Background: an optimization exercise with open tools, aiming at small area, a short achievable clock period and few clock cycles. Do not read the settings as production practice. At most, simulation tests tie the RTL to the original design; equivalence was not proved. Power figures rest on the tool's default switching activity, not on a simulated workload.

Design gf_decomp_mul, start of the top module:
module gf_decomp_mul (
    input  wire        clk,
    input  wire        rst,
    input  wire        cmd_valid,
    output wire        cmd_ready,
    input  wire [7:0]  cmd_op,
    input  wire [1:0]  cmd_ksel,
    input  wire [63:0] cmd_a,
    input  wire [63:0] cmd_b,
    output wire        rsp_valid,
    input  wire        rsp_ready,
    output wire [3:0]  rsp_cc,
    output wire [63:0] rsp_result
);
Settings: LEC_CHECK=0, CAP_MARGIN=20, CORE_MARGIN=2, CORE_UTILIZATION=60, PLACE_DENSITY=0.75, SETUP_SLACK_MARGIN=3.6, SLEW_MARGIN=20, SYNTH_MEMORY_MAX_BITS=65536; clock period 8.0 ns.
standard.sh (not shown) runs the stock make flow with config.mk's settings and CLKGATE_MAP_FILE= SYNTH_SCRIPT=/design/flow/synth_recipe.tcl, a recipe that flattens the netlist after the stock synthesis.
==> flow/flow/run.sh <==
#!/bin/bash
# The standard layout (the standard.sh: ORFS synthesis through finish),
# with one change: the port buffers that global placement inserts on every
# input and output are sky130_fd_sc_hd__buf_1 instead of the cell buffer_ports
# picks by default (clkdlybuf4s50_1, a delay cell); timing repair resizes
# them as needed.
set -euo pipefail
cd "$(dirname "$0")/.."
export BUFFER_PORTS_ARGS="-buffer_cell sky130_fd_sc_hd__buf_1"
bash standard.sh > standard_make.log 2>&1
Then changed:
--- a/flow/design.v
+++ b/flow/design.v
@@ -78,19 +78,25 @@
                 cc = CC_OPERAND;
             else if (!is_bldrt && !rt_valid)
                 cc = CC_TABLE;
             else
                 cc = CC_OK;
         end else
             cc = CC_ILLEGAL;
     end
     wire ok = (cc == CC_OK);
-    wire ok_res = ok && (is_nbm | is_rtrd | is_msl8 | is_modrb | is_muld);
+    wire st_ok  = cfg_valid && k16 && rt_valid;
+    wire ok_res = (is_nbm && !a_hi8 && !b_hi4) ||
+                  (st_ok && ((is_rtrd && !a_hi8) || (is_msl8 && !a_hi16) ||
+                             (is_modrb && !a_hi32) ||
+                             (is_muld && !a_hi16 && !b_hi16)));
+    wire cfg_ok   = is_cfg && !cfg_bad;
+    wire bldrt_ok = is_bldrt && cfg_valid && k16;
     function [15:0] mu_of_poly;
         input [15:0] p;
         begin
             mu_of_poly[15] = p[15];
             mu_of_poly[14] = p[14] ^ p[15];
             mu_of_poly[13] = p[13] ^ p[15];
             mu_of_poly[12] = p[12] ^ p[14] ^ p[15] ^ (p[14] & p[15]);
             mu_of_poly[11] = p[11] ^ p[15] ^ (p[13] & p[15]) ^ (p[14] & p[15]);
             mu_of_poly[10] = p[10] ^ p[13] ^ p[14] ^ p[15] ^ (p[12] & p[15]) ^ (p[14] & p[15]);
@@ -163,25 +169,25 @@
             cfg_valid <= 1'b0;
             k16       <= 1'b0;
             poly      <= 16'd0;
             rt_valid  <= 1'b0;
         end else begin
             if (rsp_v && rsp_ready)
                 rsp_v <= 1'b0;
             if (fire) begin
                 rsp_v <= 1'b1;
-                if (ok && is_cfg) begin
+                if (cfg_ok) begin
                     cfg_valid <= 1'b1;
                     k16       <= (cmd_ksel == 2'd2);
                     poly      <= cmd_a[15:0];
                     rt_valid  <= 1'b0;
                 end
-                if (ok && is_bldrt)
+                if (bldrt_ok)
                     rt_valid <= 1'b1;
             end
         end
     end
     always @(posedge clk)
         mu <= mu_of_poly(poly);
     always @(posedge clk) begin
         if (cmd_ready) begin
             cc_q <= cc;
=> Core utilization fell by 1.1 points; via count fell by about 1.2%; hold slack gains 0.0093 ns; setup slack loses 0.017 ns; combinational power fell by about 4%; sequential share of layout area rose by 0.40 points; power fell by 5.4%; maximum frequency fell by 0.40%; cell area fell by 2.7%; critical path depth does not change; wire length fell by 4.0%; global-route usage hardly moves; clock-buffer cell count fell by 5; cell count rose by about 0.8%.
Testbench counts after the change, summed over its fixed seeds: cycles 2,408.
The RTL of the first run of this note was laid out without a check of its function.


gf_decomp_mul, a different RTL version from the one above (not shown whole).
Size in the first run: roughly 2,100 cells after synthesis, ~87 flip-flops, roughly 0.015 sq mm of cells after synthesis.
==> module gf_decomp_mul, before the edit <==
module gf_decomp_mul (
    input  wire        clk,
    input  wire        rst,
    input  wire        cmd_valid,
    output wire        cmd_ready,
    input  wire [7:0]  cmd_op,
    input  wire [1:0]  cmd_ksel,
    input  wire [63:0] cmd_a,
    input  wire [63:0] cmd_b,
    output wire        rsp_valid,
    input  wire        rsp_ready,
    output wire [3:0]  rsp_cc,
    output wire [63:0] rsp_result
);
    localparam OP_CFG   = 8'h04;
    localparam OP_NBM   = 8'h30;
    localparam OP_BLDRT = 8'h31;
    localparam OP_RTRD  = 8'h32;
    localparam OP_MSL8  = 8'h33;
    localparam OP_MODRB = 8'h34;
    localparam OP_MULD  = 8'h35;
    localparam CC_OK      = 3'd0;
    localparam CC_ILLEGAL = 3'd1;
    localparam CC_NOCFG   = 3'd2;
    localparam CC_WIDTH   = 3'd3;
    localparam CC_OPERAND = 3'd4;
    localparam CC_TABLE   = 3'd5;
    reg        cfg_valid;
    reg        k16;           
    reg [15:0] poly;
    reg        rt_valid;
    reg [15:0] t5;            
    reg [15:0] t10;           
    reg        rsp_v;
    reg [2:0]  cc_q;
    reg [31:0] x_q;
    assign rsp_valid = rsp_v;
    assign rsp_cc    = {1'b0, cc_q};
    assign cmd_ready = !rsp_v || rsp_ready;
    wire fire = cmd_valid && cmd_ready;
    wire is_cfg   = (cmd_op == OP_CFG);
    wire is_nbm   = (cmd_op == OP_NBM);
    wire is_bldrt = (cmd_op == OP_BLDRT);
    wire is_rtrd  = (cmd_op == OP_RTRD);
    wire is_msl8  = (cmd_op == OP_MSL8);
    wire is_modrb = (cmd_op == OP_MODRB);
    wire is_muld  = (cmd_op == OP_MULD);
    wire is_field = is_bldrt | is_rtrd | is_msl8 | is_modrb | is_muld;
    wire a_hi32 = |cmd_a[63:32];
    wire a_hi16 = a_hi32 | (|cmd_a[31:16]);
    wire a_hi8  = a_hi16 | (|cmd_a[15:8]);
    wire a_hi4  = a_hi8  | (|cmd_a[7:4]);
    wire b_hi16 = |cmd_b[63:16];
    wire b_hi4  = b_hi16 | (|cmd_b[15:4]);
    reg cfg_bad;
    always @(*) begin
        case (cmd_ksel)
            2'd0: cfg_bad = a_hi4;
            2'd1: cfg_bad = a_hi8;
            2'd2: cfg_bad = a_hi16;
            default: cfg_bad = a_hi32;
        endcase
    end
    wire field_bad = (is_rtrd & a_hi8) | (is_msl8 & a_hi16) |
                     (is_modrb & a_hi32) | (is_muld & (a_hi16 | b_hi16));
    reg [2:0] cc;
    always @(*) begin
        if (is_cfg)
            cc = cfg_bad ? CC_OPERAND : CC_OK;
        else if (is_nbm)
            cc = (a_hi8 | b_hi4) ? CC_OPERAND : CC_OK;
        else if (is_field) begin
            if (!cfg_valid)
                cc = CC_NOCFG;
            else if (!k16)
                cc = CC_WIDTH;
            else if (field_bad)
                cc = CC_OPERAND;
            else if (!is_bldrt && !rt_valid)
                cc = CC_TABLE;
            else
                cc = CC_OK;
        end else
            cc = CC_ILLEGAL;
    end
    wire ok = (cc == CC_OK);
    wire [15:0] A = cmd_a[15:0];
    wire [15:0] B = cmd_b[15:0];
    reg [30:0] prod;
    integer i;
    always @(*) begin
        prod = 31'd0;
        for (i = 0; i < 16; i = i + 1)
            if (B[i]) prod = prod ^ ({15'd0, A} << i);
    end
    wire sel_mul   = ok & (is_muld | is_nbm);
    wire sel_modrb = ok & is_modrb;
    wire sel_msl8  = ok & is_msl8;
    wire sel_rtrd  = ok & is_rtrd;
    wire [31:0] X = ({32{sel_mul}}   & {1'b0, prod})
                  | ({32{sel_modrb}} & cmd_a[31:0])
                  | ({32{sel_msl8}}  & {8'd0, cmd_a[15:0], 8'd0})
                  | ({32{sel_rtrd}}  & {cmd_a[15:0], 16'd0});
    function [15:0] mulx;
        input [15:0] v;
        input [15:0] p;
        begin
            mulx = {v[14:0], 1'b0} ^ (p & {16{v[15]}});
        end
    endfunction
    reg [15:0] T [0:15];
    integer j;
    always @(*) begin
        T[0] = poly;
        for (j = 1; j < 5; j = j + 1)
            T[j] = mulx(T[j-1], poly);
        T[5] = t5;
        for (j = 6; j < 10; j = j + 1)
            T[j] = mulx(T[j-1], poly);
        T[10] = t10;
        for (j = 11; j < 16; j = j + 1)
            T[j] = mulx(T[j-1], poly);
    end
    reg [15:0] red;
    always @(*) begin
        red = x_q[15:0];
        for (j = 0; j < 16; j = j + 1)
            if (x_q[16+j]) red = red ^ T[j];
    end
    assign rsp_result = {48'd0, red};
    always @(posedge clk) begin
        t5  <= mulx(T[4], poly);
        t10 <= mulx(T[9], poly);
    end
    always @(posedge clk) begin
        if (rst) begin
            rsp_v     <= 1'b0;
            cfg_valid <= 1'b0;
            k16       <= 1'b0;
            poly      <= 16'd0;
            rt_valid  <= 1'b0;
        end else begin
            if (rsp_v && rsp_ready)
                rsp_v <= 1'b0;
            if (fire) begin
                rsp_v <= 1'b1;
                if (ok && is_cfg) begin
                    cfg_valid <= 1'b1;
                    k16       <= (cmd_ksel == 2'd2);
                    poly      <= cmd_a[15:0];
                    rt_valid  <= 1'b0;
                end
                if (ok && is_bldrt)
                    rt_valid <= 1'b1;
            end
        end
    end
    always @(posedge clk) begin
        if (cmd_ready) begin
            cc_q <= cc;
            x_q  <= X;
        end
    end
endmodule
Settings: LEC_CHECK=0, CAP_MARGIN=20, CORE_MARGIN=2, CORE_UTILIZATION=35, PLACE_DENSITY=0.55, SETUP_SLACK_MARGIN=4, SLEW_MARGIN=20, SYNTH_MEMORY_MAX_BITS=65536; clock period 8.0 ns.
run.sh (not shown) runs the stock make flow with config.mk's settings and CLKGATE_MAP_FILE= SYNTH_SCRIPT=/design/flow/synth_recipe.tcl, a recipe that flattens the netlist after the stock synthesis.
Stock flow here: none of the scripts above is used.
The starting point ran to the end with no violations.
Edit:
--- a/flow/design.v
+++ b/flow/design.v
@@ -29,14 +29,19 @@
     reg        k16;           
     reg [15:0] poly;
     reg        rt_valid;
-    reg [15:0] t5;            
-    reg [15:0] t10;           
-    reg        rsp_v;
+    localparam TS = 2;                  
+    localparam NTR = 14 / TS;           
+    localparam [2:0] TWAIT = (NTR > 1) ? NTR - 1 : 0;
+    reg [15:0] tr [1:NTR];              
+    reg [2:0]  twait;                   
+    reg        pend;                    
+    reg        pend_bldrt;              
     reg [2:0]  cc_q;
     reg [31:0] x_q;
+    wire rsp_v = pend && !(pend_bldrt && twait != 3'd0);
     assign rsp_valid = rsp_v;
     assign rsp_cc    = {1'b0, cc_q};
-    assign cmd_ready = !rsp_v || rsp_ready;
+    assign cmd_ready = !pend || (rsp_v && rsp_ready);
     wire fire = cmd_valid && cmd_ready;
     wire is_cfg   = (cmd_op == OP_CFG);
     wire is_nbm   = (cmd_op == OP_NBM);
@@ -112,14 +117,11 @@
     integer j;
     always @(*) begin
         T[0] = poly;
-        for (j = 1; j < 5; j = j + 1)
-            T[j] = mulx(T[j-1], poly);
-        T[5] = t5;
-        for (j = 6; j < 10; j = j + 1)
-            T[j] = mulx(T[j-1], poly);
-        T[10] = t10;
-        for (j = 11; j < 16; j = j + 1)
-            T[j] = mulx(T[j-1], poly);
+        for (j = 1; j < 16; j = j + 1)
+            if (j % TS == 0 && j / TS <= NTR)
+                T[j] = tr[j / TS];
+            else
+                T[j] = mulx(T[j-1], poly);
     end
     reg [15:0] red;
     always @(*) begin
@@ -128,27 +130,34 @@
             if (x_q[16+j]) red = red ^ T[j];
     end
     assign rsp_result = {48'd0, red};
+    integer m;
     always @(posedge clk) begin
-        t5  <= mulx(T[4], poly);
-        t10 <= mulx(T[9], poly);
+        for (m = 1; m <= NTR; m = m + 1)
+            tr[m] <= mulx(T[TS*m - 1], poly);
     end
     always @(posedge clk) begin
         if (rst) begin
-            rsp_v     <= 1'b0;
-            cfg_valid <= 1'b0;
-            k16       <= 1'b0;
-            poly      <= 16'd0;
-            rt_valid  <= 1'b0;
+            pend       <= 1'b0;
+            pend_bldrt <= 1'b0;
+            twait      <= 3'd0;
+            cfg_valid  <= 1'b0;
+            k16        <= 1'b0;
+            poly       <= 16'd0;
+            rt_valid   <= 1'b0;
         end else begin
+            if (twait != 3'd0)
+                twait <= twait - 3'd1;
             if (rsp_v && rsp_ready)
-                rsp_v <= 1'b0;
+                pend <= 1'b0;
             if (fire) begin
-                rsp_v <= 1'b1;
+                pend       <= 1'b1;
+                pend_bldrt <= is_bldrt;
                 if (ok && is_cfg) begin
                     cfg_valid <= 1'b1;
                     k16       <= (cmd_ksel == 2'd2);
                     poly      <= cmd_a[15:0];
                     rt_valid  <= 1'b0;
+                    twait     <= TWAIT;
                 end
                 if (ok && is_bldrt)
                     rt_valid <= 1'b1;
The new run passed the timing, design-rule and antenna checks.
Design area rises by 1.6%.
Power rises by 66%.
Worst setup slack gets better by 1200 ps.
Area after synthesis rises by 6.7%.
Clock skew falls by 8.1 ps.
First-iteration DRC count falls by 11%.
Die area rises by 6.6%.
No functional check of the RTL was part of any run of this note.

[port drivers added, routing unchanged]
The flow's constraints put no driver on any port. The routed layouts listed below were extracted and timed again, unchanged, in two steps.
Step 1 assumes that a clkbuf_16 drives the clock port and a buf_2 every other input.
Step 2 times the ports against the registers' clock, not the clock port: input delays grow and output delays shrink by t, the midpoint of the rising clock arrivals with the driver on.
a / b / c = no drivers / after step 1 / after step 2; a / b = the first two.
run | t, ns | slack for setup (ns) | worst setup path at the end
the first run of note 1 | 0.380 | 3.765 / 3.724 / 3.475 | input to register
the second run of note 1 | 0.375 | 3.748 / 3.711 / 3.405 | input to register
the first run of note 2 | 0.407 | 2.737 / 2.687 / 3.095 | register to output
the second run of note 2 | 0.497 | 3.899 / 3.847 / 3.602 | input to register
After both steps every run listed still meets setup and hold. The setup slack of the second run of note 1, which loses most, moves by -0.037 ns with the drivers and by -0.343 ns with both steps.
